What follows belongs to an exercise in optimizing a design on an open flow for small area; a production flow would make more cautious choices. At most, simulation tests tie the RTL to the original design; equivalence was not proved. Only the layout flow was run in runs 1 and 2; the RTL was not checked for function there. Power figures rest on the tool's default switching activity, not on a simulated workload.

===== design/flow/flow/run.sh =====
#!/bin/bash
# Standard ORFS layout, with two changes to how it is built:
#  - ports are buffered with the smallest buffer (sky130_fd_sc_hd__buf_1)
#  - the clock tree uses clkbuf_8 leaf clusters of at most 20 sinks and no dummy loads
set -euo pipefail
export BUFFER_PORTS_ARGS="-buffer_cell sky130_fd_sc_hd__buf_1"
export CTS_ARGS="-sink_clustering_enable -repair_clock_nets -dont_use_dummy_load -buf_list sky130_fd_sc_hd__clkbuf_16 -sink_clustering_size 40"
bash standard.sh > standard_flow.log 2>&1

===== design/flow/standard.sh =====
#!/bin/bash
# synth_recipe.tcl (not shown) runs the flow's synth.tcl, then flattens the netlist and writes it again
# the make line also repeats each setting of config.mk as NAME=value (left out here)
make -C /OpenROAD-flow-scripts/flow DESIGN_CONFIG=/design/flow/config.mk WORK_HOME=/design/flow/orfs CLKGATE_MAP_FILE= SYNTH_SCRIPT=/design/flow/synth_recipe.tcl "${@:-finish}"

===== design/flow/config.mk =====
export PLATFORM = sky130hd
export DESIGN_NAME = gasm_core
export DESIGN_NICKNAME = gasm_core
export VERILOG_FILES = /design/flow/design.v
export SDC_FILE = /design/flow/constraint.sdc
export NUM_CORES = 4
export LEC_CHECK = 0
export ABC_AREA = 1
export CAP_MARGIN = 20
export CORE_MARGIN = 2
export CORE_UTILIZATION = 30
export GPL_ROUTABILITY_DRIVEN = 1
export PLACE_DENSITY = 0.45
export SLEW_MARGIN = 20

===== design/flow/constraint.sdc =====
create_clock -name core_clock -period 20.0 [get_ports {clk}]
set_input_delay 4.0000 -clock core_clock [delete_from_list [all_inputs] [get_ports {clk}]]
set_output_delay 4.0000 -clock core_clock [all_outputs]
set_load 0.01 [all_outputs]

===== design/flow/design.v =====
module gasm_core #(
    parameter [31:0] OUT_ADDR        = 32'h0000_FF00,
    parameter [31:0] KBD_DATA_ADDR   = 32'h0000_FF04,
    parameter [31:0] KBD_STATUS_ADDR = 32'h0000_FF08,
    parameter [31:0] STACK_LO        = 32'h0000_E000,
    parameter [31:0] STACK_HI        = 32'h0000_F000
) (
    input  wire        clk,
    input  wire        rst,
    input  wire [31:0] entry,
    output reg         mem_valid,
    output reg         mem_we,
    output reg  [3:0]  mem_wstrb,
    output reg  [31:0] mem_addr,
    output reg  [31:0] mem_wdata,
    input  wire [31:0] mem_rdata,
    input  wire        mem_ready,
    output wire        boundary,
    input  wire        timer_tick,
    input  wire        kbd_valid,
    input  wire [7:0]  kbd_char,
    output reg         kbd_ack,
    output reg         out_valid,
    output reg  [7:0]  out_byte,
    output reg         halted,
    output reg         faulted,
    output reg  [2:0]  fault_reason,
    output reg  [31:0] fault_value
);
    localparam [4:0] S_INIT  = 5'd0,    
                     S_FETCH = 5'd1,    
                     S_DEC   = 5'd2,    
                     S_EX    = 5'd3,    
                     S_MR    = 5'd4,    
                     S_MW    = 5'd5,    
                     S_PCF   = 5'd6,    
                     S_POLLR = 5'd7,
                     S_POLLW = 5'd8,
                     S_BND   = 5'd9,
                     S_K1    = 5'd10,
                     S_K2    = 5'd11,
                     S_K3    = 5'd12,
                     S_E1    = 5'd13,   
                     S_EW1   = 5'd14,
                     S_E2    = 5'd15,   
                     S_EW2   = 5'd16,
                     S_FP    = 5'd17,   
                     S_STOP  = 5'd18;
    localparam [2:0] FK_OP = 3'd0, FK_CSRA = 3'd1, FK_CSRB = 3'd2, FK_DIV = 3'd3,
                     FK_ENT = 3'd4, FK_RA = 3'd5, FK_RB = 3'd6;
    localparam [3:0] W_ADD = 4'd0, W_LOG = 4'd1, W_CSRB = 4'd2, W_CSROR = 4'd3,
                     W_RB = 4'd4, W_RC = 4'd5, W_MDR = 4'd6, W_MUL = 4'd7,
                     W_DIV = 4'd8, W_SHL = 4'd9, W_HND = 4'd10, W_CAUSE = 4'd11,
                     W_FV = 4'd12;
    localparam [2:0] M_W = 3'd0, M_PC = 3'd1, M_SP = 3'd2, M_RB = 3'd3,
                     M_MDR = 3'd4, M_ZERO = 3'd5, M_SELF = 3'd6;
    localparam [2:0] D_RC = 3'd0, D_RB = 3'd1, D_PSW = 3'd2, D_PCI = 3'd3,
                     D_NEG = 3'd4, D_MAR = 3'd5, D_SIGN = 3'd6;
    reg [4:0]  state;
    reg [2:0]  step;
    reg [4:0]  ph;
    reg        busy;
    reg [511:0] gpr;           
    reg [31:0]  psw, hnd, cau;
    reg [31:0]  ir, mar, mdr, t;
    reg         m32;
    reg        pcw;            
    reg        bnd_ent;        
    reg [2:0]  ecause;
    reg [2:0]  fpk;
    reg        cond;
    reg        tr_s, i_s;      
    reg        push_ok, entry_ok;
    reg        ge4_r, ge8_r, le4_r;
    reg        lt_r, gt_r;     
    reg        zr;
    reg        f1, f2, f3;
    reg        sb, sc, ovf;
    reg        seen_m, seen_t;
    reg        cf;
    reg        c1, c2, c3, c4;
    wire ph0  = (ph == 5'd0);
    wire ph31 = (ph == 5'd31);
    wire [7:0] op = ir[31:24];
    wire [3:0] fa = ir[23:20];
    wire [3:0] fb = ir[19:16];
    wire [3:0] fc = ir[15:12];
    wire o_halt  = (op == 8'h00);
    wire o_int   = (op == 8'h10);
    wire o_call  = (op == 8'h20);
    wire o_callm = (op == 8'h21);
    wire o_jmp   = (op == 8'h30);
    wire o_bcc   = (op == 8'h31) || (op == 8'h32) || (op == 8'h33);
    wire o_jmpm  = (op == 8'h38);
    wire o_bccm  = (op == 8'h39) || (op == 8'h3A) || (op == 8'h3B);
    wire o_xchg  = (op == 8'h40);
    wire o_add   = (op == 8'h50);
    wire o_sub   = (op == 8'h51);
    wire o_mul   = (op == 8'h52);
    wire o_div   = (op == 8'h53);
    wire o_log   = (op[7:2] == 6'b011000);         
    wire o_shl   = (op == 8'h70);
    wire o_shr   = (op == 8'h71);
    wire o_st    = (op == 8'h80);
    wire o_stpsh = (op == 8'h81);
    wire o_stind = (op == 8'h82);
    wire o_csrrd = (op == 8'h90);
    wire o_ldimm = (op == 8'h91);
    wire o_ld    = (op == 8'h92);
    wire o_ldpop = (op == 8'h93);
    wire o_csrwr = (op == 8'h94);
    wire o_csror = (op == 8'h95);
    wire o_csrld = (op == 8'h96);
    wire o_csrpop= (op == 8'h97);
    wire known = o_halt | o_int | o_call | o_callm | o_jmp | o_bcc | o_jmpm | o_bccm |
                 o_xchg | o_add | o_sub | o_mul | o_div | o_log | o_shl | o_shr |
                 o_st | o_stpsh | o_stind | o_csrrd | o_ldimm | o_ld | o_ldpop |
                 o_csrwr | o_csror | o_csrld | o_csrpop;
    wire fa_bad = (fa > 4'd2);
    wire fb_bad = (fb > 4'd2);
    wire [15:0] gout;
    genvar g;
    generate
        for (g = 0; g < 16; g = g + 1) begin : go
            assign gout[g] = gpr[32*g];
        end
    endgenerate
    wire s_ra = gout[fa];
    wire s_rb = gout[fb];
    wire s_rc = gout[fc];
    wire s_sp = gout[14];
    wire s_pc = gout[15];
    wire s_d  = (ph < 5'd12) ? ir[ph[3:0]] : ir[11];
    wire s_csrb = fb[1] ? cau[0] : (fb[0] ? hnd[0] : psw[0]);
    reg [3:0] ws;
    reg       xa;              
    reg [1:0] ysel;            
    reg       sub;
    reg       used;
    reg       gwe;
    reg [3:0] wsel;
    reg       cwe;
    reg [1:0] csel;
    reg       x14sp;
    reg       k8;
    reg       pcfin;
    reg       mar_sh;
    reg [2:0] msrc;
    reg       mdr_sh;
    reg [2:0] dsrc;
    reg       t_sh;
    reg       tneg;
    reg       flags_we;
    reg       setI;
    reg       init;
    reg       mul_it, div_it;
    wire a_x  = xa ? s_ra : s_rb;
    wire a_y  = ((ysel == 2'd1) ? s_rb : (ysel == 2'd2) ? s_rc : 1'b0) ^ sub;
    wire a_ci = ph0 ? sub : c1;
    wire a_s1 = a_x ^ a_y ^ a_ci;
    wire a_c1 = (a_x & a_y) | (a_x & a_ci) | (a_y & a_ci);
    wire a_z  = used & s_d;
    wire a_c2i = ph0 ? 1'b0 : c2;
    wire a_s2 = a_s1 ^ a_z ^ a_c2i;
    wire a_c2 = (a_s1 & a_z) | (a_s1 & a_c2i) | (a_z & a_c2i);
    wire k4   = (state == S_E2) ? !bnd_ent : 1'b1;
    wire p_k  = k4 && (ph == 5'd2);
    wire p_ci = ph0 ? 1'b0 : c4;
    wire s_pci = s_pc ^ p_k ^ p_ci;
    wire p_co = (s_pc & p_k) | (s_pc & p_ci) | (p_k & p_ci);
    wire d_k  = k8 ? (ph >= 5'd3) : (ph >= 5'd2);
    wire d_ci = ph0 ? 1'b0 : c3;
    wire s_spd = s_sp ^ d_k ^ d_ci;
    wire d_co = (s_sp & d_k) | (s_sp & d_ci) | (d_k & d_ci);
    reg s_log;
    always @(*) begin
        case (op[1:0])
            2'd0: s_log = ~s_rb;
            2'd1: s_log = s_rb & s_rc;
            2'd2: s_log = s_rb | s_rc;
            default: s_log = s_rb ^ s_rc;
        endcase
    end
    wire [4:0] shn = t[4:0];
    wire ph_lt_n = (ph < shn);
    wire s_q    = mdr[0];
    wire s_divr = s_q ^ ((sb ^ sc) & (ph0 ? 1'b0 : seen_m));
    wire shl_zero = f1 | ph_lt_n;
    wire s_shl = shl_zero ? 1'b0 : mdr[0];
    reg s_fv;
    always @(*) begin
        case (fpk)
            FK_ENT:  s_fv = s_spd;
            FK_RA:   s_fv = s_ra;
            FK_RB:   s_fv = s_rb;
            default: s_fv = 1'b0;
        endcase
    end
    reg wbus;
    always @(*) begin
        case (ws)
            W_ADD:   wbus = a_s2;
            W_LOG:   wbus = s_log;
            W_CSRB:  wbus = s_csrb;
            W_CSROR: wbus = s_csrb | s_d;
            W_RB:    wbus = s_rb;
            W_RC:    wbus = s_rc;
            W_MDR:   wbus = mdr[0];
            W_MUL:   wbus = mdr[1];
            W_DIV:   wbus = s_divr;
            W_SHL:   wbus = s_shl;
            W_HND:   wbus = hnd[0];
            W_CAUSE: wbus = ecause[ph[1:0]] & (ph < 5'd3);
            W_FV:    wbus = s_fv;
            default: wbus = 1'b0;
        endcase
    end
    wire wr15 = gwe && (wsel == 4'd15);
    wire pc_inc = pcfin && !pcw && !wr15;
    reg [15:0] head;
    integer k;
    always @(*) begin
        for (k = 0; k < 16; k = k + 1)
            head[k] = init ? 1'b0 : ((gwe && wsel == k) ? wbus : gout[k]);
        if (!init && !(gwe && wsel == 4'd14) && x14sp)
            head[14] = s_spd;
        if (init)
            head[15] = mar[0];
        else if (!wr15 && pc_inc)
            head[15] = s_pci;
    end
    wire h_psw = init ? (ph == 5'd13) :
                 (cwe && csel == 2'd0) ? wbus : (psw[0] | (setI && ph == 5'd15));
    wire h_hnd = init ? 1'b0 : (cwe && csel == 2'd1) ? wbus : hnd[0];
    wire h_cau = init ? 1'b0 : (cwe && csel == 2'd2) ? wbus : cau[0];
    wire zr_n  = (ph0 ? 1'b1 : zr) & ~wbus;
    wire f1_in = ph0 ? 1'b1 : f1;
    wire f2_in = ph0 ? 1'b1 : f2;
    wire f3_in = ph0 ? 1'b1 : f3;
    reg fl_c, fl_o;
    always @(*) begin
        fl_c = 1'b0;
        fl_o = 1'b0;
        if (o_add) begin
            fl_c = a_c1;
            fl_o = (s_rb == s_rc) && (wbus != s_rb);
        end else if (o_sub) begin
            fl_c = !a_c1;
            fl_o = (s_rb != s_rc) && (wbus != s_rb);
        end else if (o_mul) begin
            fl_c = !((f1_in & ~mar[0] & ~m32) | (f2_in & mar[0] & m32));
            fl_o = fl_c;
        end else if (o_div) begin
            fl_o = ovf;
        end else if (o_shl) begin
            if (f1)
                fl_c = !f2 && (shn == 5'd0) && mdr[0];
            else if (shn != 5'd0)
                fl_c = mdr[1];
        end else if (o_shr) begin
            fl_c = cf;
        end
    end
    wire [3:0] flags = {wbus, fl_c, fl_o, zr_n};    
    reg cond_n;
    always @(*) begin
        case (op[1:0])
            2'd1:    cond_n = zr_n;
            2'd2:    cond_n = !zr_n;
            2'd3:    cond_n = !zr_n && (wbus == ((s_rb != s_rc) && (wbus != s_rb)));
            default: cond_n = 1'b1;
        endcase
    end
    wire ck_lo = STACK_LO[ph];
    wire ck_hi = STACK_HI[ph];
    wire lt_n = (~wbus & ck_lo) | (~(wbus ^ ck_lo) & (ph0 ? 1'b0 : lt_r));
    wire gt_n = (wbus & ~ck_hi) | (~(wbus ^ ck_hi) & (ph0 ? 1'b0 : gt_r));
    wire chk_bad = lt_n | gt_n;
    wire [31:0] K_E004 = STACK_LO + 32'd4;
    wire [31:0] K_E008 = STACK_LO + 32'd8;
    wire [31:0] K_F004 = STACK_HI + 32'd4;
    wire mv = head[14];
    wire ge4_n = (mv & ~K_E004[ph]) | (~(mv ^ K_E004[ph]) & (ph0 ? 1'b1 : ge4_r));
    wire ge8_n = (mv & ~K_E008[ph]) | (~(mv ^ K_E008[ph]) & (ph0 ? 1'b1 : ge8_r));
    wire le4_n = (~mv & K_F004[ph]) | (~(mv ^ K_F004[ph]) & (ph0 ? 1'b1 : le4_r));
    wire [31:0] pa_a   = div_it ? {mar[30:0], mdr[31]} : {m32, mar[31:1]};
    wire        pa_en  = div_it | mdr[0];
    wire        pa_inv = div_it ? ~mar[31] : (ph31 & mdr[0]);
    wire [31:0] pa_b   = ({32{pa_en}} & t) ^ {32{pa_inv}};
    wire [32:0] pa_c;
    wire [31:0] pa_s;
    assign pa_c[0] = pa_inv;
    generate
        for (g = 0; g < 32; g = g + 1) begin : rca
            assign pa_s[g]   = pa_a[g] ^ pa_b[g] ^ pa_c[g];
            assign pa_c[g+1] = (pa_a[g] & pa_b[g]) | (pa_a[g] & pa_c[g]) | (pa_b[g] & pa_c[g]);
        end
    endgenerate
    wire [32:0] pa_sum = {pa_c[32], pa_s};
    wire        pa_s32 = pa_a[31] ^ pa_b[31] ^ pa_c[32];
    wire is_pass = (state == S_INIT) || (state == S_EX) || (state == S_PCF) ||
                   (state == S_E1) || (state == S_E2) || (state == S_FP);
    wire act = is_pass && (ph0 || busy);
    wire pass_end = act && ph31;
    always @(*) begin
        ws = W_ADD; xa = 1'b0; ysel = 2'd0; sub = 1'b0; used = 1'b0;
        gwe = 1'b0; wsel = fa; cwe = 1'b0; csel = fa[1:0];
        x14sp = 1'b0; k8 = 1'b0; pcfin = 1'b0;
        mar_sh = 1'b0; msrc = M_W;
        mdr_sh = 1'b0; dsrc = D_RC;
        t_sh = 1'b0; tneg = 1'b0;
        flags_we = 1'b0; setI = 1'b0; init = 1'b0;
        mul_it = 1'b0; div_it = 1'b0;
        if (act) begin
            case (state)
                S_INIT: begin
                    init = 1'b1;
                    mar_sh = 1'b1; msrc = M_SELF;
                end
                S_PCF: begin
                    pcfin = 1'b1;
                end
                S_E1: begin
                    ws = W_CAUSE; cwe = 1'b1; csel = 2'd2;
                    mar_sh = 1'b1; msrc = M_SP;
                    mdr_sh = 1'b1; dsrc = D_PSW;
                    setI = 1'b1;
                end
                S_E2: begin
                    ws = W_HND; gwe = 1'b1; wsel = 4'd15;
                    k8 = 1'b1; x14sp = 1'b1;
                    mar_sh = 1'b1; msrc = M_SP;
                    mdr_sh = 1'b1; dsrc = D_PCI;
                end
                S_FP: begin
                    ws = W_FV; k8 = step[0];
                    mar_sh = 1'b1; msrc = M_W;
                end
                S_EX: begin
                    if (o_add || o_sub || o_log) begin
                        ws = o_log ? W_LOG : W_ADD; ysel = 2'd2; sub = o_sub;
                        gwe = 1'b1; flags_we = 1'b1; pcfin = 1'b1;
                    end else if (o_mul) begin
                        case (step)
                            3'd0: begin
                                t_sh = 1'b1;                        
                                mdr_sh = 1'b1; dsrc = D_RC;
                                mar_sh = 1'b1; msrc = M_ZERO;
                            end
                            3'd1: begin
                                mul_it = 1'b1;
                                mdr_sh = 1'b1; dsrc = D_MAR;
                            end
                            default: begin
                                ws = W_MUL; gwe = 1'b1; flags_we = 1'b1; pcfin = 1'b1;
                                mdr_sh = 1'b1; dsrc = D_MAR;
                            end
                        endcase
                    end else if (o_div) begin
                        case (step)
                            3'd0: begin
                                t_sh = 1'b1;
                                mdr_sh = 1'b1; dsrc = D_RB;
                            end
                            3'd1: begin
                                t_sh = 1'b1; tneg = 1'b1;
                                mdr_sh = 1'b1; dsrc = D_NEG;
                                mar_sh = 1'b1; msrc = M_ZERO;
                            end
                            3'd2: begin
                                div_it = 1'b1;
                            end
                            default: begin
                                ws = W_DIV; gwe = 1'b1; flags_we = 1'b1; pcfin = 1'b1;
                                mdr_sh = 1'b1;
                            end
                        endcase
                    end else if (o_shl || o_shr) begin
                        if (step == 3'd0) begin
                            t_sh = 1'b1;
                            mdr_sh = 1'b1; dsrc = D_RB;
                        end else if (o_shl) begin
                            ws = W_SHL; gwe = 1'b1; flags_we = 1'b1; pcfin = 1'b1;
                            mdr_sh = !shl_zero;
                        end else if (step == 3'd1) begin
                            mdr_sh = f1 | ph_lt_n; dsrc = D_SIGN;
                        end else begin
                            ws = W_MDR; gwe = 1'b1; flags_we = 1'b1; pcfin = 1'b1;
                            mdr_sh = 1'b1; dsrc = D_SIGN;
                        end
                    end else if (o_csrrd) begin
                        ws = W_CSRB; gwe = 1'b1; pcfin = 1'b1;
                    end else if (o_ldimm) begin
                        ws = W_ADD; used = 1'b1; gwe = 1'b1; pcfin = 1'b1;
                    end else if (o_ld || o_csrld) begin
                        if (step == 3'd0) begin
                            ws = W_ADD; ysel = 2'd2; used = 1'b1;
                            mar_sh = 1'b1; msrc = M_W;
                        end else begin
                            ws = W_MDR; mdr_sh = 1'b1;
                            gwe = o_ld; cwe = o_csrld; pcfin = 1'b1;
                        end
                    end else if (o_ldpop || o_csrpop) begin
                        if (step == 3'd0) begin
                            ws = W_ADD; used = 1'b1; gwe = 1'b1; wsel = fb;
                            mar_sh = 1'b1; msrc = M_RB;
                        end else begin
                            ws = W_MDR; mdr_sh = 1'b1;
                            gwe = o_ldpop; cwe = o_csrpop; pcfin = 1'b1;
                        end
                    end else if (o_csrwr) begin
                        ws = W_RB; cwe = 1'b1; pcfin = 1'b1;
                    end else if (o_csror) begin
                        ws = W_CSROR; cwe = 1'b1; pcfin = 1'b1;
                    end else if (o_st || o_stind) begin
                        if (step == 3'd0) begin
                            ws = W_ADD; xa = 1'b1; ysel = 2'd1; used = 1'b1;
                            mar_sh = 1'b1; msrc = M_W;
                            mdr_sh = o_st; dsrc = D_RC;
                        end else begin
                            mar_sh = 1'b1; msrc = M_MDR;
                            mdr_sh = 1'b1; dsrc = D_RC;
                        end
                    end else if (o_stpsh) begin
                        ws = W_ADD; xa = 1'b1; used = 1'b1; gwe = 1'b1;
                        mar_sh = 1'b1; msrc = M_W;
                        mdr_sh = 1'b1; dsrc = D_RC;
                    end else if (o_call) begin
                        ws = W_ADD; xa = 1'b1; used = 1'b1; gwe = 1'b1; wsel = 4'd15;
                        mdr_sh = 1'b1; dsrc = D_PCI;
                        mar_sh = 1'b1; msrc = M_SP; x14sp = 1'b1;
                    end else if (o_callm) begin
                        if (step == 3'd0) begin
                            ws = W_ADD; xa = 1'b1; used = 1'b1;
                            mar_sh = 1'b1; msrc = M_W;
                        end else begin
                            ws = W_MDR; gwe = 1'b1; wsel = 4'd15;
                            mdr_sh = 1'b1; dsrc = D_PCI;
                            mar_sh = 1'b1; msrc = M_SP; x14sp = 1'b1;
                        end
                    end else if (o_jmp || o_bcc) begin
                        if (step == 3'd0) begin
                            ws = W_ADD; ysel = 2'd2; sub = 1'b1;      
                        end else begin
                            ws = W_ADD; xa = 1'b1; used = 1'b1;
                            gwe = cond; wsel = 4'd15; pcfin = 1'b1;
                        end
                    end else if (o_jmpm || o_bccm) begin
                        if (step == 3'd0) begin
                            ws = W_ADD; ysel = 2'd2; sub = 1'b1;
                        end else if (step == 3'd1) begin
                            ws = W_ADD; xa = 1'b1; used = 1'b1;
                            mar_sh = 1'b1; msrc = M_W;
                        end else begin
                            ws = W_MDR; mdr_sh = 1'b1;
                            gwe = 1'b1; wsel = 4'd15; pcfin = 1'b1;
                        end
                    end else if (o_xchg) begin
                        if (step == 3'd0) begin
                            ws = W_RC; gwe = 1'b1; wsel = fb;
                            mdr_sh = 1'b1; dsrc = D_RB;
                        end else begin
                            ws = W_MDR; mdr_sh = 1'b1;
                            gwe = 1'b1; wsel = fc; pcfin = 1'b1;
                        end
                    end
                end
                default: ;
            endcase
        end
        if (pcfin) begin
            mar_sh = 1'b1; msrc = M_PC;
        end
    end
    reg marin, mdrin;
    always @(*) begin
        case (msrc)
            M_W:    marin = wbus;
            M_PC:   marin = head[15];
            M_SP:   marin = s_spd;
            M_RB:   marin = s_rb;
            M_MDR:  marin = mdr[0];
            M_SELF: marin = mar[0];
            default: marin = 1'b0;
        endcase
        case (dsrc)
            D_RC:   mdrin = s_rc;
            D_RB:   mdrin = s_rb;
            D_PSW:  mdrin = psw[0];
            D_PCI:  mdrin = s_pci;
            D_NEG:  mdrin = mdr[0] ^ (sb & (ph0 ? 1'b0 : seen_m));
            D_MAR:  mdrin = mar[0];
            default: mdrin = mdr[31];
        endcase
    end
    wire tin = tneg ? (t[0] ^ (sc & (ph0 ? 1'b0 : seen_t))) :
               ((o_mul) ? s_rb : s_rc);
    wire const_addr = (state == S_POLLR) || (state == S_POLLW) ||
                      (state == S_K1) || (state == S_K2) || (state == S_K3);
    always @(*) begin
        mem_valid = 1'b0;
        mem_we    = 1'b0;
        mem_wstrb = 4'b0000;
        case (state)
            S_FETCH, S_POLLR, S_K2: mem_valid = 1'b1;
            S_MR: mem_valid = 1'b1;
            S_MW, S_EW1, S_EW2, S_K1, S_K3: begin
                mem_valid = 1'b1; mem_we = 1'b1; mem_wstrb = 4'b1111;
            end
            S_POLLW: begin
                mem_valid = 1'b1; mem_we = 1'b1; mem_wstrb = 4'b0001;
            end
            default: ;
        endcase
        if (const_addr)
            mem_addr = (state == S_K1) ? KBD_DATA_ADDR :
                       (state == S_POLLR || state == S_POLLW) ? OUT_ADDR : KBD_STATUS_ADDR;
        else
            mem_addr = mar;
        mem_wdata = mdr;
        if (state == S_POLLW)
            mem_wdata[7:0] = 8'd0;
        if (state == S_K3)
            mem_wdata[0] = 1'b1;
    end
    wire xfer = mem_valid && mem_ready;
    always @(*) begin
        out_valid = (state == S_POLLR) && mem_ready && (mem_rdata[7:0] != 8'd0);
        out_byte  = mem_rdata[7:0];
    end
    assign boundary = (state == S_BND);
    wire t_take = timer_tick && tr_s && !i_s;
    wire k_del  = kbd_valid && !i_s && !t_take;
    always @(*) begin
        kbd_ack = (state == S_BND) && kbd_valid && (i_s || entry_ok);
        fault_value = mar;
        if (faulted && fpk == FK_OP)
            fault_value[7:0] = mar[7:0] | op;
        if (faulted && fpk == FK_CSRA)
            fault_value[3:0] = mar[3:0] | fa;
        if (faulted && fpk == FK_CSRB)
            fault_value[3:0] = mar[3:0] | fb;
    end
    integer j;
    always @(posedge clk) begin
        for (j = 0; j < 16; j = j + 1)
            gpr[32*j +: 32] <= {head[j], gpr[32*j+1 +: 31]};
        psw <= {h_psw, psw[31:1]};
        if (flags_we && ph31)
            psw[3:0] <= flags;
        hnd <= {h_hnd, hnd[31:1]};
        cau <= {h_cau, cau[31:1]};
        if (ph == 5'd13) tr_s <= h_psw;
        if (ph == 5'd15) i_s  <= h_psw;
        c1 <= a_c1;
        c2 <= a_c2;
        c3 <= d_co;
        c4 <= p_co;
        zr <= zr_n;
        lt_r <= lt_n;
        gt_r <= gt_n;
        ge4_r <= ge4_n;
        ge8_r <= ge8_n;
        le4_r <= le4_n;
        if (ph0) begin
            push_ok  <= ge4_r & le4_r;
            entry_ok <= ge8_r & le4_r;
        end
        if (mul_it)
            m32 <= pa_s32;
        else if (state == S_DEC)
            m32 <= 1'b0;
        if (state == S_FETCH && xfer)
            ir <= {mem_rdata[7:0], mem_rdata[15:8], mem_rdata[23:16], mem_rdata[31:24]};
        if ((state == S_MR || state == S_K2) && xfer)
            mdr <= mem_rdata;
        else if (state == S_BND)
            mdr <= {24'd0, kbd_char};
        else if (div_it)
            mdr <= {mdr[30:0], ~pa_sum[31]};
        else if (mdr_sh)
            mdr <= {mdrin, mdr[31:1]};
        if (t_sh)
            t <= {tin, t[31:1]};
        if (act && state == S_EX) begin
            if (o_div && step == 3'd0) begin
                f1 <= f1_in & (s_rb == ph31);           
                f2 <= f2_in & s_rc;                     
                f3 <= f3_in & ~s_rc;                    
                if (ph31) begin
                    ovf <= f1_in & (s_rb == ph31) & f2_in & s_rc;
                    sb  <= s_rb;
                    sc  <= s_rc;
                end
            end
            if (o_div && step == 3'd1) begin
                seen_m <= (ph0 ? 1'b0 : seen_m) | mdr[0];
                seen_t <= (ph0 ? 1'b0 : seen_t) | t[0];
            end
            if (o_div && step == 3'd3)
                seen_m <= (ph0 ? 1'b0 : seen_m) | mdr[0];
            if (o_mul && step == 3'd2) begin
                f1 <= f1_in & ~mar[0];
                f2 <= f2_in & mar[0];
            end
            if ((o_shl || o_shr) && step == 3'd0) begin
                f1 <= (ph0 ? 1'b0 : f1) | (s_rc & (ph >= 5'd5));
                f2 <= (ph0 ? 1'b0 : f2) | (s_rc & (ph >= 5'd6));
            end
            if (o_shr && step == 3'd1) begin
                if (f1 | ph_lt_n)
                    cf <= mdr[0];
                else if (ph0)
                    cf <= 1'b0;
            end
        end
        if (state == S_DEC)
            cond <= 1'b1;
        else if (act && state == S_EX && (o_bcc || o_bccm) && step == 3'd0 && ph31)
            cond <= cond_n;
    end
    always @(posedge clk) begin
        if (rst) begin
            ph       <= 5'd0;
            busy     <= 1'b0;
            state    <= S_INIT;
            step     <= 3'd0;
            mar      <= entry;
            halted   <= 1'b0;
            faulted  <= 1'b0;
            fault_reason <= 3'd0;
            pcw      <= 1'b0;
            bnd_ent  <= 1'b0;
        end else begin
            ph   <= ph + 5'd1;
            busy <= act && !ph31;
            if (wr15) pcw <= 1'b1;
            if (mul_it || div_it)
                mar <= pa_sum[31:0];
            else if (mar_sh)
                mar <= {marin, mar[31:1]};
            case (state)
                S_INIT:
                    if (pass_end) state <= S_FETCH;
                S_FETCH:
                    if (xfer) begin
                        state <= S_DEC;
                    end
                S_DEC: begin
                    pcw     <= 1'b0;
                    bnd_ent <= 1'b0;
                    step    <= 3'd0;
                    if (!known) begin
                        fpk <= FK_OP; state <= S_FP;
                    end else if (((o_csrwr || o_csrld || o_csrpop || o_csror) && fa_bad)) begin
                        fpk <= FK_CSRA; state <= S_FP;
                    end else if ((o_csrrd || o_csror) && fb_bad) begin
                        fpk <= FK_CSRB; state <= S_FP;
                    end else if (o_halt) begin
                        halted <= 1'b1; state <= S_STOP;
                    end else if (o_int) begin
                        if (!entry_ok) begin
                            fpk <= FK_ENT; state <= S_FP;
                        end else begin
                            ecause <= 3'd4; state <= S_E1;
                        end
                    end else if ((o_call || o_callm) && !push_ok) begin
                        fpk <= FK_ENT; state <= S_FP;
                    end else if (o_xchg && fb == fc) begin
                        state <= S_PCF;
                    end else begin
                        state <= S_EX;
                        if (o_jmp || o_jmpm) step <= 3'd1;
                    end
                end
                S_EX:
                    if (pass_end) begin
                        step <= step + 3'd1;
                        if (o_add || o_sub || o_log || o_csrrd || o_ldimm || o_csrwr || o_csror)
                            state <= S_POLLR;
                        else if (o_mul)
                            state <= (step == 3'd2) ? S_POLLR : S_EX;
                        else if (o_div) begin
                            if (step == 3'd0 && f3_in & ~s_rc) begin
                                fpk <= FK_DIV; state <= S_FP; step <= 3'd0;
                            end else
                                state <= (step == 3'd3) ? S_POLLR : S_EX;
                        end else if (o_shl)
                            state <= (step == 3'd1) ? S_POLLR : S_EX;
                        else if (o_shr)
                            state <= (step == 3'd2) ? S_POLLR : S_EX;
                        else if (o_ld || o_csrld)
                            state <= (step == 3'd0) ? S_MR : S_POLLR;
                        else if (o_ldpop || o_csrpop) begin
                            if (step == 3'd0 && fb == 4'd14 && chk_bad) begin
                                fpk <= FK_RB; state <= S_FP; step <= 3'd0;
                            end else
                                state <= (step == 3'd0) ? S_MR : S_POLLR;
                        end else if (o_st)
                            state <= S_MW;
                        else if (o_stind)
                            state <= (step == 3'd0) ? S_MR : S_MW;
                        else if (o_stpsh) begin
                            if (fa == 4'd14 && chk_bad) begin
                                fpk <= FK_RA; state <= S_FP; step <= 3'd0;
                            end else
                                state <= S_MW;
                        end else if (o_call)
                            state <= S_MW;
                        else if (o_callm)
                            state <= (step == 3'd0) ? S_MR : S_MW;
                        else if (o_jmp || o_bcc)
                            state <= (step == 3'd0) ? S_EX : S_POLLR;
                        else if (o_jmpm || o_bccm) begin
                            if (step == 3'd0 && !cond_n)
                                state <= S_PCF;
                            else
                                state <= (step == 3'd1) ? S_MR : (step == 3'd0) ? S_EX : S_POLLR;
                        end else if (o_xchg)
                            state <= (step == 3'd0) ? S_EX : S_POLLR;
                    end
                S_MR:
                    if (xfer) begin
                        step  <= step + 3'd1;
                        state <= S_EX;
                    end
                S_MW:
                    if (xfer) begin
                        step  <= step + 3'd1;
                        state <= S_PCF;
                    end
                S_PCF:
                    if (pass_end) state <= bnd_ent ? S_FETCH : S_POLLR;
                S_POLLR:
                    if (xfer) state <= (mem_rdata[7:0] != 8'd0) ? S_POLLW : S_BND;
                S_POLLW:
                    if (xfer) state <= S_BND;
                S_BND: begin
                    if ((t_take || k_del) && !entry_ok) begin
                        fpk <= FK_ENT; step <= 3'd0; state <= S_FP;
                    end else if (t_take) begin
                        bnd_ent <= 1'b1; ecause <= 3'd2; state <= S_E1;
                    end else if (k_del) begin
                        bnd_ent <= 1'b1; ecause <= 3'd3; state <= S_K1;
                    end else
                        state <= S_FETCH;
                end
                S_K1: if (xfer) state <= S_K2;
                S_K2: if (xfer) state <= S_K3;
                S_K3: if (xfer) state <= S_E1;
                S_E1:  if (pass_end) state <= S_EW1;
                S_EW1: if (xfer) state <= S_E2;
                S_E2:  if (pass_end) state <= S_EW2;
                S_EW2: if (xfer) state <= S_PCF;
                S_FP:
                    if (pass_end) begin
                        if (fpk == FK_ENT && step == 3'd0 && !chk_bad)
                            step <= 3'd1;
                        else begin
                            faulted <= 1'b1;
                            state   <= S_STOP;
                            case (fpk)
                                FK_OP:   fault_reason <= 3'd5;
                                FK_CSRA, FK_CSRB: fault_reason <= 3'd6;
                                FK_DIV:  fault_reason <= 3'd2;
                                default: fault_reason <= lt_n ? 3'd3 : 3'd4;
                            endcase
                        end
                    end
                default: ;    
            endcase
        end
    end
endmodule

==> results of run 1 <==
[cells in the final DEF (no fill, tap or decap), types with 8 or more instances in the layout]
master | Yosys | final
edfxtp_1 | 148 | 148
xor2_1 | 42 | 42
inv_1 | 228 | 228
fa_1 | 35 | 35
buf_1 | 8 | 193
a31oi_1 | 13 | 12
dfxtp_1 | 643 | 643
nor2_4 | 9 | 9
nand2_1 | 383 | 381
nand2_2 | 19 | 20
ha_1 | 24 | 24
nor2_1 | 231 | 231
inv_2 | 30 | 30
nand3_2 | 9 | 9
clkbuf_16 | 0 | 82
o21ai_0 | 197 | 197
o2111ai_1 | 8 | 8
o22ai_1 | 13 | 13
nor3_1 | 32 | 31
a21oi_1 | 84 | 83
nor4_1 | 10 | 9
nand4_1 | 24 | 24
nand3_1 | 97 | 97
o221ai_1 | 9 | 9
buf_4 | 60 | 17
nand2_4 | 8 | 9
nor2_2 | 15 | 15
o211ai_1 | 48 | 48
[path summary, 6_finish.rpt]
check | end | slack (ns) | cells past startpoint
hold / removal | gpr[318] | 0.25 | 0
hold reg to reg | gpr[318] | 0.25 | 0
setup / recovery | mdr[0] | 3.24 | 45
setup reg to reg | mdr[0] | 3.24 | 45
[cell families (layout without fill, tap and decap cells)]
group,after synthesis,count (layout),synth area share [%]
fa+ha+maj,59,59,3.74
buf+inv,395,562,6.56
other cells,0,2,0
simple gates,859,859,14.4
flops,791,791,64.7
xor+xnor,42,42,1.37
compound gates,420,420,9.18
[critical path: cells and delay by family, from the launching register on]
kind / cells / cell delay (ns)
adders and majority gates: 32 / 12.75
and+or+nand+nor: 4 / 1.14
buffers and inverters: 4 / 1.04
AOI/OAI and AO/OA: 4 / 0.77
DFF: 1 / 0.58
xor gates and xnor gates: 1 / 0.16
[flip-flops by register name (all words and copies together), names as in the netlist, 3 cells and up]
signal and flops:
state 5, ph 5, ecause 3, cau 32, fpk 3, t 32, gpr 512, mdr 32
ir 32, hnd 32, mar 32, fault_reason 3, step 3, psw 32
[power by group]
part / switching, mW / internal, mW
Clock: 0.553 / 0.716
Sequential: 0.0377 / 1.69
Combinational: 0.236 / 0.0918
[metal layers]
| metal | track usage (%) | up-vias | part of all wire, % |
|---|---|---|---|
| met3 | 3.19 | 146 | 5.6 |
| li1 | - | 8670 | - |
| met4 | 5.22 | 16 | 2.5 |
| met1 | 24.9 | 9033 | 46 |
| met2 | 29.2 | 588 | 46 |
| met5 | 0 | - | 0.12 |
[through the flow]
step           power [mW]  setup slack, ns  area (sq um)  instances  utilization [%]
3_5_place_dp         2.09             2.98         28400       3816             32.1
3_3_place_gp         2.09             3.21         28400       3815             32.1
6_report             3.33             3.24         30500       3900             34.5
2_1_floorplan        1.96             5.06         26800       2566                -
5_1_grt              3.47             2.45         30500       3898             34.5
4_1_cts              3.37             2.92         30500       3898             34.5
[final cells by class]
type / instances / area (sq um)
fill: 8999 / 57900
sequential: 791 / 17300
multi-input combinational: 1380 / 7740
clock buffer: 82 / 2050
tap: 1165 / 1460
inverter: 268 / 1010
timing repair buffer: 212 / 885
antenna: 2 / 5.00
==> flow_summary.yaml, run 1 <==
outcome:
  status: "timing/DRC/antenna clean"
worst_setup_path:
  cp.arrival_ns: 17.10
  critPathLaunchType: "flip-flop"
  crit_path_end_kind: "flip-flop"
  worst-setup-path-type: "reg -> reg"
  critPathRequiredTime_ns: 20.34
  crit_slowest_cell: "dfxtp_1"
  slowest_delay_ns: 0.58
  timing.rr.start: "ph[0]"
  cp_max_fo: 67
  startpoint: "ph[0]"
  cp_common_cell: "fa_1"
finish:
  synthToLayoutAreaGrowth_pct: 13.9
  final_layout_size_suffix_gt1_share_pct: 8.12
  nNetsFinal: 2871
detailed_routing:
  vias_per_cell: 4.73
  drt_iter0_markers: 1313
  drt-pass1-iter-count: 5
  vias: 18500
  drt_wl_total_um: 83700
  wire_per_inst_um: 21.5
  ant_nets: 0
  route.detailed.drc: 0
floorplanning:
  ios: 195
  initial_utilization_pct: 30.3
  die_area_sq_um: 91600
  design.core.area_sq_um: 88400
  die_h_um: 303
  rows: 109
  dieWidth_um: 303
clock_network:
  cts_resized: 0
  cts_hold_buf: 0
  clockBufferDepth: 3
  numCtsBuffers: 82
  cts_tree: "built"
  clkTransAtPathRegs_ns: 0.06
  cts_setup_buffers: 0
  cts_root_buffer: "clkbuf_16"
  cts_sinks: 791
  htreeDepth: 3
  clk_latency_ns: 0.64
grt:
  grt_pass1_wl_um: 122000
  grt_pass1_vias: 18300
  track_usage_pct: 18.1
  antenna_found_initial: 11
  grt_max_degree: 68
  grt-ovfl-total: 0
timing:
  fin_crit_sh_pct: 83.8
  worst_pin_slew_ns: 0.955
  rsz0062_at_grt: "false"
  relSlewSlack_pct: 35.6
  report.final.slew_viol_count: 0
  hold_violations: 0
  layout_min_cycle_time_ns: 16.76
  finalSetupTns_ns: 0
  finalSetupViolations: 0
  fin_worst_skew_ns: 0.0787
  whs_ns: 0.252
  fmax_mhz: 59.6
synthesis:
  async_flop_share_pct: 0
  yosysTopAreaCell: "dfxtp_1"
  postSynthCellCount: 2566
  seq_area_frac_synth_pct: 64.7
  synth.area.top_cells: "dfxtp_1 48%, edfxtp_1 17%, nand2_1 5.4%"
  yosys.cell_types.count: 61
  synth_area_sq_um: 26800
  synth_top_area_share_pct: 48.1
  ys_ff_latch: 791
  synth.avg_cell_area_sq_um: 10.4
  yosysMostFrequentCell: "dfxtp_1"
  yosys_warnings: 1
  synth_fp_nets: 2702
  synth_edf_count: 148
  ys.flop_type: "dfxtp_1"
  synth_commonest_cells: "643 x dfxtp_1, 383 x nand2_1, 231 x nor2_1"
hold_path:
  hp-start: "gpr[319]"
  min_path_type: "reg -> reg"
power_and_ir_drop:
  p_leak_nw: 12.1
  ir_drop_uv: 76.5
  powerDensity_nw_per_um2: 109
job:
  drv_cap: 0
place:
  gp_congestion: 0.946
  dp_hpwl_um: 63100
  portBuffers: 194
==> run 2, diff against run 1 <==
--- a/design/flow/design.v
+++ b/design/flow/design.v
@@ -26,3 +26,3 @@
     output reg         faulted,
-    output reg  [2:0]  fault_reason,
+    output wire [2:0]  fault_reason,
     output reg  [31:0] fault_value
@@ -68,3 +68,5 @@
     reg        bnd_ent;        
-    reg [2:0]  ecause;
+    reg        kb;             
+    reg        slt;            
+    wire [2:0] ecause = {!bnd_ent, bnd_ent, bnd_ent & kb};
     reg [2:0]  fpk;
@@ -531,2 +533,5 @@
     assign boundary = (state == S_BND);
+    assign fault_reason = (fpk == FK_OP) ? 3'd5 :
+                          (fpk == FK_CSRA || fpk == FK_CSRB) ? 3'd6 :
+                          (fpk == FK_DIV) ? 3'd2 : (slt ? 3'd3 : 3'd4);
     wire t_take = timer_tick && tr_s && !i_s;
@@ -630,3 +635,2 @@
             faulted  <= 1'b0;
-            fault_reason <= 3'd0;
             pcw      <= 1'b0;
@@ -664,3 +668,3 @@
                         end else begin
-                            ecause <= 3'd4; state <= S_E1;
+                            state <= S_E1;
                         end
@@ -741,5 +745,5 @@
                     end else if (t_take) begin
-                        bnd_ent <= 1'b1; ecause <= 3'd2; state <= S_E1;
+                        bnd_ent <= 1'b1; kb <= 1'b0; state <= S_E1;
                     end else if (k_del) begin
-                        bnd_ent <= 1'b1; ecause <= 3'd3; state <= S_K1;
+                        bnd_ent <= 1'b1; kb <= 1'b1; state <= S_K1;
                     end else
@@ -761,8 +765,3 @@
                             state   <= S_STOP;
-                            case (fpk)
-                                FK_OP:   fault_reason <= 3'd5;
-                                FK_CSRA, FK_CSRB: fault_reason <= 3'd6;
-                                FK_DIV:  fault_reason <= 3'd2;
-                                default: fault_reason <= lt_n ? 3'd3 : 3'd4;
-                            endcase
+                            slt     <= lt_n;
                         end
--- a/design/flow/flow/run.sh
+++ b/design/flow/flow/run.sh
@@ -6,3 +6,3 @@
 export BUFFER_PORTS_ARGS="-buffer_cell sky130_fd_sc_hd__buf_1"
-export CTS_ARGS="-sink_clustering_enable -repair_clock_nets -dont_use_dummy_load -buf_list sky130_fd_sc_hd__clkbuf_16 -sink_clustering_size 40"
+export CTS_ARGS="-sink_clustering_enable -repair_clock_nets -dont_use_dummy_load -buf_list sky130_fd_sc_hd__clkbuf_8 -sink_clustering_size 40 -sink_buffer_max_cap_derate 1.0"
 bash standard.sh > standard_flow.log 2>&1
==> run 2 against run 1 <==
Still clean. Non-clock buffer count increased by 8. Combinational power up 6.4%. Count of clock-buffer cells in the layout increased by 50. Global-route usage grew 0.89 points. Critical endpoint unchanged. Largest power group unchanged. Highest routed layer unchanged.
==> flow_summary.yaml, run 2 <==
outcome:
  status: "timing/DRC/antenna clean"
synthesis:
  ys.flop_type: "dfxtp_1"
  synth.avg_cell_area_sq_um: 10.3
  async_flop_share_pct: 0
  yosys.cell_types.count: 60
  synth_edf_count: 147
  ys_ff_latch: 787
  synth.area.top_cells: "dfxtp_1 48%, edfxtp_1 17%, nand2_1 5.5%"
  postSynthCellCount: 2591
  synth_fp_nets: 2727
  yosysMostFrequentCell: "dfxtp_1"
  yosys_warnings: 1
  yosysTopAreaCell: "dfxtp_1"
  synth_area_sq_um: 26700
  seq_area_frac_synth_pct: 64.6
  synth_top_area_share_pct: 48.0
  synth_commonest_cells: "640 x dfxtp_1, 392 x nand2_1, 269 x nor2_1"
hold_path:
  worstHoldPathCells: 0
  min_path_type: "reg -> reg"
  holdPathEnd: "gpr[510]"
  hp-start: "gpr[511]"
worst_setup_path:
  timing.rr.start: "ph[0]"
  cp_common_cell: "fa_1"
  critPathRequiredTime_ns: 20.41
  reg2reg_slack_ns: 3.41
  crit_path_end_kind: "flip-flop"
  cp_max_fo: 90
  slowest_delay_ns: 0.73
  r2r_end: "mdr[0]"
  crit_slowest_cell: "buf_4"
  rr_worst_depth: 46
  critPathLaunchType: "flip-flop"
  worst-setup-path-type: "reg -> reg"
  cp.arrival_ns: 17.00
  crit_family: "adder cells"
  crit_buf_inv: 6
place:
  place_ws_ns: 3.46
  gp_congestion: 0.896
  portBuffers: 194
  dp_hpwl_um: 64700
  post_dp_cell_area_sq_um: 28400
clock_network:
  clk_latency_ns: 0.78
  cts_tree: "built"
  clkTransAtPathRegs_ns: 0.05
  cts_sinks: 787
  numCtsBuffers: 132
  cts_root_buffer: "clkbuf_8"
  cts_setup_buffers: 0
  clockBufferDepth: 3
  htreeDepth: 4
  cts_hold_buf: 0
  cts_resized: 0
finish:
  mostFrequentLayoutCell: "dfxtp_1"
  nFillCells: 9063
  largest-register: "gpr"
  synthToLayoutAreaGrowth_pct: 13.3
  final_area_sq_um: 30200
  nNetsFinal: 2953
  final_layout_size_suffix_gt1_share_pct: 8.77
  final_cell_mix: "640 x dfxtp_1, 392 x nand2_1, 269 x nor2_1, 250 x inv_1, 193 x buf_1"
  largest_register_ffs: 512
grt:
  antenna_found_initial: 5
  grt-ovfl-total: 0
  grt_max_degree: 91
  track_usage_pct: 19.0
  grt_pass1_wl_um: 126000
  grt_pass1_vias: 19000
floorplanning:
  dieWidth_um: 302
  rows: 109
  design.core.area_sq_um: 88200
  die_h_um: 302
  initial_utilization_pct: 30.2
  die_area_sq_um: 91300
  ios: 195
timing:
  rsz0062_at_grt: "false"
  relSlewSlack_pct: 28.5
  hold_violations: 0
  finalSetupTns_ns: 0
  fmax_mhz: 60.3
  setup_ws_ns: 3.41
  fin_worst_skew_ns: 0.0914
  fin_crit_sh_pct: 82.9
  layout_min_cycle_time_ns: 16.59
  report.final.slew_viol_count: 0
  finalSetupViolations: 0
  worst_pin_slew_ns: 1.07
power_and_ir_drop:
  p_leak_nw: 12.5
  powerDensity_nw_per_um2: 125
  ir_drop_uv: 81.8
  design_power_total_mw: 3.79
detailed_routing:
  drt_wl_total_um: 86700
  wire_per_inst_um: 21.8
  drt_iter0_markers: 1463
  vias_per_cell: 4.70
  ant_nets: 0
  drt-pass1-iter-count: 5
  route.detailed.drc: 0
  vias: 18700
job:
  drv_cap: 0
## run 2: cell count changes after synthesis, moves of 6 or more
cell      change
o21ai_0      -46
nor2_1       +38
a21oi_1      +29
inv_1        +22
a22oi_1      +13
nand2_1       +9
nor2_2        -9
o211ai_1      -9
o22ai_1       -6
## run 2: cell families after synthesis
| group | Yosys count | share of synthesized area [%] |
|---|---|---|
| muxes | 4 | 0.150 |
| buffers and inverters | 412 | 6.71 |
| and+or+nand+nor | 876 | 14.3 |
| xor gates and xnor gates | 40 | 1.31 |
| adders and majority gates | 59 | 3.75 |
| AOI/OAI and AO/OA | 413 | 9.23 |
| DFF | 787 | 64.6 |
## run 2: final cells by class
class	count	area (sq um)	area share (%)
well taps	1165	1460	4.82
multi-input cells	1392	7720	25.5
diodes	2	5.00	0.0166
clock buffers	132	1820	6.01
inverters	284	1070	3.54
flip-flops and latches	787	17200	57.0
repair buffers	220	925	3.06
## run 2: worst max path at each step
stage / start / end / cells past startpoint
final: ph[0] / mdr[0] / 46
after floorplan: ph[0] / mdr[0] / 47
after detailed placement: ph[0] / mdr[0] / 46
after global placement: ph[0] / mdr[0] / 46
after CTS: ph[0] / mdr[0] / 46
after global routing: ph[0] / mdr[0] / 46
## run 2: metrics by stage
stage                     hold WS (ns)  cells  utilization, %
after floorplan                  0.310   2591               -
after global placement           0.310   3848            32.2
after detailed placement         0.312   3848            32.2
after CTS                        0.256   3980            34.2
after global routing             0.266   3981            34.2
final                            0.269   3982            34.2
## run 2: report_power, final
group	total, mW	internal [mW]	leakage [nW]	switching (mW)
sequential	2.32	2.16	6.69	0.159
clock	1.12	0.579	0.949	0.546
combinational	0.349	0.100	4.91	0.249
total	3.79	2.84	12.5	0.953
## run 2: layer usage
layer | vias to the layer above | routed length, um | track usage, %
met4 | 4 | 2330 | 6.87
met5 | - | 26 | 0
met1 | 9200 | 40100 | 25.7
met2 | 554 | 39700 | 30.1
met3 | 146 | 4470 | 3.91
li1 | 8829 | - | -
==> run 3, diff against run 2 <==
--- a/design/flow/design.v
+++ b/design/flow/design.v
@@ -64,3 +64,5 @@
     reg [31:0]  psw, hnd, cau;
-    reg [31:0]  ir, mar, mdr, t;
+    reg [31:0]  ir, mar, mdr;
+    reg [19:0]  th;            
+    wire [31:0] t = {th, ir[11:0]};
     reg         m32;
@@ -579,2 +581,4 @@
             ir <= {mem_rdata[7:0], mem_rdata[15:8], mem_rdata[23:16], mem_rdata[31:24]};
+        else if (t_sh)
+            ir[11:0] <= {th[0], ir[11:1]};
         if ((state == S_MR || state == S_K2) && xfer)
@@ -588,3 +592,3 @@
         if (t_sh)
-            t <= {tin, t[31:1]};
+            th <= {tin, th[19:1]};
         if (act && state == S_EX) begin
==> design/flow/flow/run.sh (replaced) <==
#!/bin/bash
# Standard ORFS layout, with two changes to how it is built:
#  - ports are buffered with the smallest buffer (sky130_fd_sc_hd__buf_1)
#  - the clock tree uses clkbuf_8 leaf clusters of at most 20 sinks and no dummy loads
set -euo pipefail
export BUFFER_PORTS_ARGS="-buffer_cell sky130_fd_sc_hd__buf_1"
export CTS_ARGS="-sink_clustering_enable -repair_clock_nets -dont_use_dummy_load -buf_list sky130_fd_sc_hd__clkbuf_8 -sink_clustering_size 18 -sink_clustering_max_diameter 80 -sink_buffer_max_cap_derate 1.0"
bash standard.sh > standard_flow.log 2>&1
==> run 3 against run 2 <==
Non-clock buffer count decreased by 3. Power decreased by 12%. Clock power decreased by 37%. Clock skew increased by 0.021 ns. Combinational power increased by 6.6%. Flip-flop and latch count decreased by 12. Synthesized cell count decreased by 0.46%. Via count decreased by 1.7%. Largest cell class unchanged. Die area decreased by 0.91%. Sequential power decreased by 3%. Synthesized area decreased by 0.92%. Sequential share of layout area increased by 1.3 points.
==> flow_summary.yaml, run 3 <==
grt:
  grt_max_degree: 64
  track_usage_pct: 18.6
  antenna_found_initial: 2
  grt_pass1_wl_um: 124000
  grt-ovfl-total: 0
  grt_pass1_vias: 18200
finish:
  final_area_sq_um: 28900
  mostFrequentLayoutCell: "dfxtp_1"
  largest_register_ffs: 512
  nFillCells: 9080
  final_util_pct: 33.2
  nNetsFinal: 2867
  synthToLayoutAreaGrowth_pct: 9.34
  largest-register: "gpr"
  final_cell_mix: "640 x dfxtp_1, 402 x nand2_1, 264 x inv_1, 219 x nor2_1, 193 x buf_1"
  final-instance-count-excl-fill: 3890
  final_layout_size_suffix_gt1_share_pct: 6.93
worst_setup_path:
  crit_buf_inv: 3
  cp_num_cells: 43
  critPathLaunchType: "flip-flop"
  r2r_end: "mdr[0]"
  crit_path_end_kind: "flip-flop"
  cp_common_cell: "fa_1"
  crit_slowest_cell: "dfxtp_1"
  cp.arrival_ns: 16.66
  slowest_delay_ns: 0.58
  crit_family: "adder cells"
  cp_max_fo: 47
  critPathRequiredTime_ns: 20.42
  timing.rr.start: "ph[0]"
  reg2reg_slack_ns: 3.76
  worst-setup-path-type: "reg -> reg"
  rr_worst_depth: 43
synthesis:
  yosys_warnings: 1
  async_flop_share_pct: 0
  ys_ff_latch: 775
  seq_area_frac_synth_pct: 63.8
  yosysTopAreaCell: "dfxtp_1"
  postSynthCellCount: 2579
  synth.avg_cell_area_sq_um: 10.2
  ys.flop_type: "dfxtp_1"
  synth_top_area_share_pct: 48.5
  synth_edf_count: 135
  synth_area_sq_um: 26400
  synth_fp_nets: 2715
  synth_commonest_cells: "640 x dfxtp_1, 402 x nand2_1, 264 x inv_1"
  yosys.cell_types.count: 66
  yosysMostFrequentCell: "dfxtp_1"
  synth.area.top_cells: "dfxtp_1 48%, edfxtp_1 15%, nand2_1 5.7%"
clock_network:
  cts_root_buffer: "clkbuf_8"
  cts_setup_buffers: 0
  cts_tree: "built"
  clkTransAtPathRegs_ns: 0.10
  cts_hold_buf: 0
  cts_resized: 0
  numCtsBuffers: 55
  htreeDepth: 2
  cts_sinks: 775
  clockBufferDepth: 3
  clk_latency_ns: 0.72
timing:
  hold_violations: 0
  report.final.slew_viol_count: 0
  finalSetupViolations: 0
  relSlewSlack_pct: 32.7
  finalSetupTns_ns: 0
  fmax_mhz: 61.6
  layout_min_cycle_time_ns: 16.24
  whs_ns: 0.289
  fin_worst_skew_ns: 0.112
  setup_ws_ns: 3.76
  fin_crit_sh_pct: 81.2
  worst_pin_slew_ns: 0.999
  rsz0062_at_grt: "false"
power_and_ir_drop:
  p_leak_nw: 11.9
  ir_drop_uv: 67.8
  powerDensity_nw_per_um2: 115
  design_power_total_mw: 3.32
detailed_routing:
  wire_per_inst_um: 21.9
  vias: 18400
  route.detailed.drc: 0
  drt-pass1-iter-count: 5
  drt_wl_total_um: 85100
  drt_iter0_markers: 1500
  vias_per_cell: 4.73
  ant_nets: 0
hold_path:
  min_path_type: "reg -> reg"
  holdPathEnd: "gpr[208]"
  worstHoldPathCells: 0
  hp-start: "gpr[209]"
floorplanning:
  die_area_sq_um: 90500
  design.core.area_sq_um: 87000
  rows: 108
  initial_utilization_pct: 30.4
  ios: 195
  dieWidth_um: 301
  die_h_um: 301
job:
  drv_cap: 0
outcome:
  status: "timing/DRC/antenna clean"
place:
  post_dp_cell_area_sq_um: 28100
  portBuffers: 194
  dp_hpwl_um: 65600
  gp_congestion: 0.939
  dp.cells: 3829
  place_ws_ns: 3.74
run 3: power breakdown:
group          switching [mW]  internal, mW  total, mW
Combinational           0.265         0.106      0.372
Sequential              0.141          2.10       2.24
Clock                   0.464         0.245      0.709
Total                   0.871          2.45       3.32
run 3: layout make-up:
type                       instances  area [sq um]  area share (%)
antenna                            6          15.0          0.0520
timing repair buffer             217           902            3.12
sequential                       775         16900            58.4
tap                             1155          1450            5.00
clock buffer                      55           757            2.62
multi-input combinational       1379          7770            26.9
inverter                         303          1140            3.96
run 3: cell families (layout without fill, tap and decap cells):
| group | count (synthesis) | after routing | share of synthesized area [%] |
|---|---|---|---|
| AO/OA/AOI/OAI | 428 | 428 | 9.73 |
| adder cells (fa/ha/maj) | 59 | 59 | 3.79 |
| buffers and inverters | 425 | 575 | 7.02 |
| multiplexers | 12 | 12 | 0.464 |
| other | 0 | 6 | 0 |
| XOR/XNOR | 40 | 40 | 1.33 |
| flip-flops | 775 | 775 | 63.8 |
| AND/OR/NAND/NOR | 840 | 840 | 13.9 |
run 3: worst max-delay path by stage:
stage	start	end	slack (ns)
floorplan	ir[26]	mdr[0]	5.14
global placement	ph[0]	mdr[0]	3.82
detailed placement	ph[0]	mdr[0]	3.74
CTS	ph[0]	mdr[0]	3.70
global route	ph[0]	mdr[0]	2.95
finish	ph[0]	mdr[0]	3.76
run 3: layer usage:
layer,vias to the layer above,track usage (%),part of all wire (%)
met5,-,0,0
met4,0,4.10,1.9
met3,101,3.18,5.7
met2,576,28.9,44
met1,9076,26.9,48
li1,8653,-,-
==> run 4, diff against run 3 <==
==> design/flow/flow/run.sh (replaced) <==
#!/bin/bash
# Standard ORFS layout, with two changes to how it is built:
#  - ports are buffered with the smallest buffer (sky130_fd_sc_hd__buf_1)
#  - the clock tree uses clkbuf_8 leaf clusters of at most 20 sinks and no dummy loads
set -euo pipefail
export BUFFER_PORTS_ARGS="-buffer_cell sky130_fd_sc_hd__buf_1"
export CTS_ARGS="-sink_clustering_enable -repair_clock_nets -dont_use_dummy_load -buf_list sky130_fd_sc_hd__clkbuf_16 -sink_clustering_size 36 -sink_clustering_max_diameter 100 -sink_buffer_max_cap_derate 1.0"
bash standard.sh > standard_flow.log 2>&1
==> run 4 against run 3 <==
Sequential power about the same. Flip-flop and latch count unchanged. Hold slack got worse by 0.026 ns.
==> flow_summary.yaml, run 4 <==
worst_setup_path:
  crit_slowest_cell: "edfxtp_1"
  cp.arrival_ns: 16.53
  slowest_delay_ns: 0.46
  worst-setup-path-type: "reg -> reg"
  cp_common_cell: "fa_1"
  crit_buf_inv: 6
  crit_path_end_kind: "flip-flop"
  critPathRequiredTime_ns: 20.27
  critPathLaunchType: "flip-flop"
  crit_family: "adder cells"
  cp_max_fo: 47
clock_network:
  clkTransAtPathRegs_ns: 0.12
  cts_setup_buffers: 0
  cts_root_buffer: "clkbuf_16"
  cts_hold_buf: 0
  numCtsBuffers: 36
  cts_resized: 0
  clk_latency_ns: 0.62
  cts_sinks: 775
  htreeDepth: 2
  cts_tree: "built"
  clockBufferDepth: 3
power_and_ir_drop:
  p_clk_share_pct: 23.0
  seqPwrFrac_pct: 66.0
  p_comb_share_pct: 11.0
  ir_drop_uv: 59.5
  p_leak_nw: 11.9
  powerDensity_nw_per_um2: 117
  swShare_pct: 25.5
  p_int_mw: 2.53
  switchingPower_mw: 0.864
grt:
  grtUsageMet1_pct: 26.9
  grt-ovfl-total: 0
  track_usage_pct: 18.4
  gr-usage-met3_pct: 2.94
  use_met2_pct: 28.8
  grt_max_degree: 64
  grt_pass1_wl_um: 123000
  busiest_layer: "met2"
  antenna_found_initial: 3
  grt_pass1_vias: 18000
finish:
  largest-register: "gpr"
  final_cell_mix: "640 x dfxtp_1, 402 x nand2_1, 264 x inv_1, 219 x nor2_1, 193 x buf_1"
  mostFrequentLayoutCell: "dfxtp_1"
  nNetsFinal: 2848
  synthToLayoutAreaGrowth_pct: 9.85
  final_util_pct: 33.4
  largest_register_ffs: 512
  final_layout_size_suffix_gt1_share_pct: 6.27
floorplanning:
  die_h_um: 301
  ios: 195
  die_area_sq_um: 90500
  rows: 108
  dieWidth_um: 301
  design.core.area_sq_um: 87000
  initial_utilization_pct: 30.4
timing:
  report.final.slew_viol_count: 0
  worst_pin_slew_ns: 1.01
  relSlewSlack_pct: 31.7
  fin_worst_skew_ns: 0.126
  fin_crit_sh_pct: 81.3
  layout_min_cycle_time_ns: 16.25
  rsz0062_at_grt: "false"
  finalSetupViolations: 0
  fmax_mhz: 61.5
  finalSetupTns_ns: 0
  hold_violations: 0
detailed_routing:
  drt_iter0_markers: 1523
  drt-pass1-iter-count: 8
  wire_per_inst_um: 21.8
  route.detailed.drc: 0
  drt_wl_total_um: 84400
  vias: 18300
  vias_per_cell: 4.74
  ant_nets: 0
synthesis:
  yosysTopAreaCell: "dfxtp_1"
  yosys_warnings: 1
  ys.flop_type: "dfxtp_1"
  ys_ff_latch: 775
  synth_area_sq_um: 26400
  synth_top_area_share_pct: 48.5
  synth_fp_nets: 2715
  seq_area_frac_synth_pct: 63.8
  synth.avg_cell_area_sq_um: 10.2
  synth_commonest_cells: "640 x dfxtp_1, 402 x nand2_1, 264 x inv_1"
  synth_edf_count: 135
  synth.area.top_cells: "dfxtp_1 48%, edfxtp_1 15%, nand2_1 5.7%"
  yosysMostFrequentCell: "dfxtp_1"
  async_flop_share_pct: 0
  yosys.cell_types.count: 66
  postSynthCellCount: 2579
hold_path:
  min_path_type: "reg -> reg"
job:
  drv_cap: 0
place:
  portBuffers: 194
  gp_congestion: 0.939
  dp_hpwl_um: 65600
outcome:
  status: "timing/DRC/antenna clean"
## run 4: changes by cell type in the layout (fill, tap and decap cells not counted), sizes merged
cell,previous run,this run
clkbuf,56,37
diode,6,3
## run 4: worst reg2reg max path, delay by kind of cell (launching register included)
kind | cells | cell delay (ns)
AO/OA/AOI/OAI | 4 | 0.74
XOR/XNOR | 1 | 0.21
adder cells (fa/ha/maj) | 31 | 12.27
buffers and inverters | 6 | 0.91
flip-flops | 1 | 0.46
AND/OR/NAND/NOR | 5 | 1.31
## run 4: area by class of cell
type / count / area [sq um]
clock buffer: 36 / 901
tap: 1155 / 1450
timing repair buffer: 217 / 902
antenna: 3 / 7.51
fill: 9049 / 58000
inverter: 303 / 1140
sequential: 775 / 16900
multi-input combinational: 1379 / 7770
## run 4: worst paths after layout
path | cells past startpoint | end | from | slack, ns
setup / recovery | 47 | mdr[0] | ir[29] | 3.75
hold / removal | 0 | gpr[343] | gpr[344] | 0.26
hold reg to reg | 0 | gpr[343] | gpr[344] | 0.26
setup reg to reg | 47 | mdr[0] | ir[29] | 3.75
## run 4: power groups by stage
stage	Combinational (mW)	Sequential [mW]	Clock (mW)
after floorplan	0.249	2.21	0
after global placement	0.374	2.28	0
after detailed placement	0.371	2.28	0
after CTS	0.373	2.25	0.818
after global routing	0.413	2.30	0.871
final	0.372	2.24	0.780
## run 4: logic make-up after synthesis
| family | after synthesis | synth area share, % |
|---|---|---|
| AO/OA/AOI/OAI | 428 | 9.73 |
| XOR/XNOR | 40 | 1.33 |
| flip-flops | 775 | 63.8 |
| buffers and inverters | 425 | 7.02 |
| adder cells (fa/ha/maj) | 59 | 3.79 |
| multiplexers | 12 | 0.464 |
| AND/OR/NAND/NOR | 840 | 13.9 |
## run 4: layer usage
| layer | part of all wire (%) | wire [um] |
|---|---|---|
| met5 | 0 | 0 |
| met1 | 49 | 41000 |
| met2 | 44 | 37300 |
| met3 | 5.6 | 4690 |
| met4 | 1.7 | 1400 |
## run 4: through the flow
step	area, sq um	setup WS (ns)	hold WS (ns)	instances	power [mW]
after global placement	28100	3.82	0.310	3828	2.65
after detailed placement	28100	3.74	0.312	3829	2.65
final	29000	3.75	0.263	3868	3.39
after global routing	29000	2.95	0.271	3865	3.58
after CTS	29000	3.71	0.264	3865	3.44
after floorplan	26400	5.14	0.310	2579	2.46
==> run 5, diff against run 4 <==
==> design/flow/flow/run.sh (replaced) <==
#!/bin/bash
# Standard ORFS layout, with two changes to how it is built:
#  - ports are buffered with the smallest buffer (sky130_fd_sc_hd__buf_1)
#  - the clock tree uses clkbuf_8 leaf clusters of at most 20 sinks and no dummy loads
set -euo pipefail
export BUFFER_PORTS_ARGS="-buffer_cell sky130_fd_sc_hd__buf_1"
export CTS_ARGS="-sink_clustering_enable -repair_clock_nets -dont_use_dummy_load -buf_list sky130_fd_sc_hd__clkbuf_8 -sink_clustering_size 15 -sink_clustering_max_diameter 70 -sink_buffer_max_cap_derate 1.0"
bash standard.sh > standard_flow.log 2>&1
==> run 5 against run 4 <==
Count of clock-buffer cells in the layout grew 32. Global-route usage grew 0.34 points. Utilization is essentially flat. Still clean. Power grew 0.11%. Setup slack gained 0.027 ns. Critical path type unchanged. Highest routed layer unchanged.
==> flow_summary.yaml, run 5 <==
finish:
  final_layout_size_suffix_gt1_share_pct: 7.37
  synthToLayoutAreaGrowth_pct: 10.0
  nNetsFinal: 2880
  largest-register: "gpr"
  mostFrequentLayoutCell: "dfxtp_1"
  final_cell_mix: "640 x dfxtp_1, 402 x nand2_1, 264 x inv_1, 219 x nor2_1, 193 x buf_1"
  largest_register_ffs: 512
  final-instance-count-excl-fill: 3902
worst_setup_path:
  cp.arrival_ns: 16.65
  crit_buf_inv: 3
  slowest_delay_ns: 0.59
  cp_max_fo: 47
  crit_path_end_kind: "flip-flop"
  crit_family: "adder cells"
  crit_slowest_cell: "dfxtp_1"
  worst-setup-path-type: "reg -> reg"
  cp_common_cell: "fa_1"
  critPathRequiredTime_ns: 20.42
  critPathLaunchType: "flip-flop"
timing:
  worst_pin_slew_ns: 1.05
  finalSetupTns_ns: 0
  fmax_mhz: 61.6
  rsz0062_at_grt: "false"
  setup_ws_ns: 3.77
  layout_min_cycle_time_ns: 16.23
  finalSetupViolations: 0
  hold_violations: 0
  relSlewSlack_pct: 29.2
  fin_worst_skew_ns: 0.0966
  report.final.slew_viol_count: 0
  fin_crit_sh_pct: 81.1
floorplanning:
  rows: 108
  ios: 195
  initial_utilization_pct: 30.4
  die_area_sq_um: 90500
  design.core.area_sq_um: 87000
  die_h_um: 301
  dieWidth_um: 301
detailed_routing:
  vias_per_cell: 4.75
  wire_per_inst_um: 21.9
  top_layer_used: "met4"
  dr_wl_met2_um: 37200
  met1Wirelength_um: 41200
  drt_wl_total_um: 85300
  drt_iter0_markers: 1544
  vias: 18500
  drt-pass1-iter-count: 5
  route.detailed.drc: 0
  ant_nets: 0
  met3_length_um: 4990
synthesis:
  async_flop_share_pct: 0
  synth-adder-area-share_pct: 3.79
  synth_commonest_cells: "640 x dfxtp_1, 402 x nand2_1, 264 x inv_1"
  synth.avg_cell_area_sq_um: 10.2
  yosys.cell_types.count: 66
  synth_top_family_by_area: "simple AND/OR/NAND/NOR gates"
  synth_top_area_share_pct: 48.5
  synthMuxAreaShare_pct: 0.464
  synth_fp_nets: 2715
  seq_area_frac_synth_pct: 63.8
  synth_xor_area_share_pct: 1.33
  yosysMostFrequentCell: "dfxtp_1"
  synth.area.top_cells: "dfxtp_1 48%, edfxtp_1 15%, nand2_1 5.7%"
  yosys_warnings: 1
  postSynthCellCount: 2579
  synth_compound_area_share_pct: 9.73
  yosysTopAreaCell: "dfxtp_1"
  synth_area_sq_um: 26400
  synth_edf_count: 135
  yosys.area_share.simple_pct: 13.9
  ys.flop_type: "dfxtp_1"
  ys_ff_latch: 775
place:
  gp_congestion: 0.939
  portBuffers: 194
  dp.cells: 3829
  place_ws_ns: 3.74
  dp_hpwl_um: 65600
power_and_ir_drop:
  p_leak_nw: 12.0
  ir_drop_uv: 56.9
  powerDensity_nw_per_um2: 117
  design_power_total_mw: 3.39
clock_network:
  htreeDepth: 3
  cts_setup_buffers: 0
  cts_hold_buf: 0
  clockBufferDepth: 3
  cts_sinks: 775
  clk_latency_ns: 0.71
  cts_resized: 0
  cts_tree: "built"
  clkTransAtPathRegs_ns: 0.09
  numCtsBuffers: 68
  cts_root_buffer: "clkbuf_8"
grt:
  track_usage_pct: 18.8
  grt_max_degree: 64
  grt-ovfl-total: 0
  grt_pass1_wl_um: 125000
  antenna_found_initial: 2
  grt_pass1_vias: 18400
job:
  drv_cap: 0
outcome:
  status: "timing/DRC/antenna clean"
hold_path:
  min_path_type: "reg -> reg"
## run 5: cell counts after synthesis
No cell type changed its count.
## run 5: path summary, 6_finish.rpt
check	startpoint	depth (start not counted)	slack [ns]	to
worst max-delay path	ph[0]	43	3.77	mdr[0]
worst min-delay path	gpr[478]	0	0.28	gpr[477]
worst max register to register	ph[0]	43	3.77	mdr[0]
worst min register to register	gpr[478]	0	0.28	gpr[477]
## run 5: kinds of logic after synthesis
logic type | Yosys count
fa+ha+maj | 59
flops | 775
simple gates | 840
buf+inv | 425
mux | 12
xor+xnor | 40
compound gates | 428
## run 5: metrics by stage
stage	cell area [sq um]	util [%]	hold slack, ns
floorplan	26400	-	0.310
global placement	28100	32.3	0.310
detailed placement	28100	32.3	0.312
CTS	29100	33.4	0.276
global route	29100	33.4	0.277
finish	29100	33.4	0.283
## run 5: worst register-to-register path: cells and delay by family, from the launching register on
kind            cells  cell delay (ns)
fa+ha+maj          32            12.58
simple gates        3             1.06
buf+inv             3             0.82
compound gates      4             0.70
flops               1             0.59
xor+xnor            1             0.16
## run 5: area by class of cell
cell class	count	area, sq um
timing repair buffer	217	902
antenna	5	12.5
inverter	303	1140
fill	9072	57900
clock buffer	68	936
multi-input combinational	1379	7770
tap	1155	1450
sequential	775	16900
## run 5: metal layers
metal  global-route usage, %  vias up
met5                       0        -
met4                    4.84        0
met3                    3.66      120
met2                    29.0      607
met1                    26.8     9130
li1                        -     8681
## run 5: report_power, final
| part | switching [mW] | leakage, nW | internal (mW) | total [mW] |
|---|---|---|---|---|
| registers | 0.141 | 6.58 | 2.10 | 2.24 |
| logic | 0.266 | 4.89 | 0.106 | 0.372 |
| clock network | 0.478 | 0.489 | 0.304 | 0.783 |
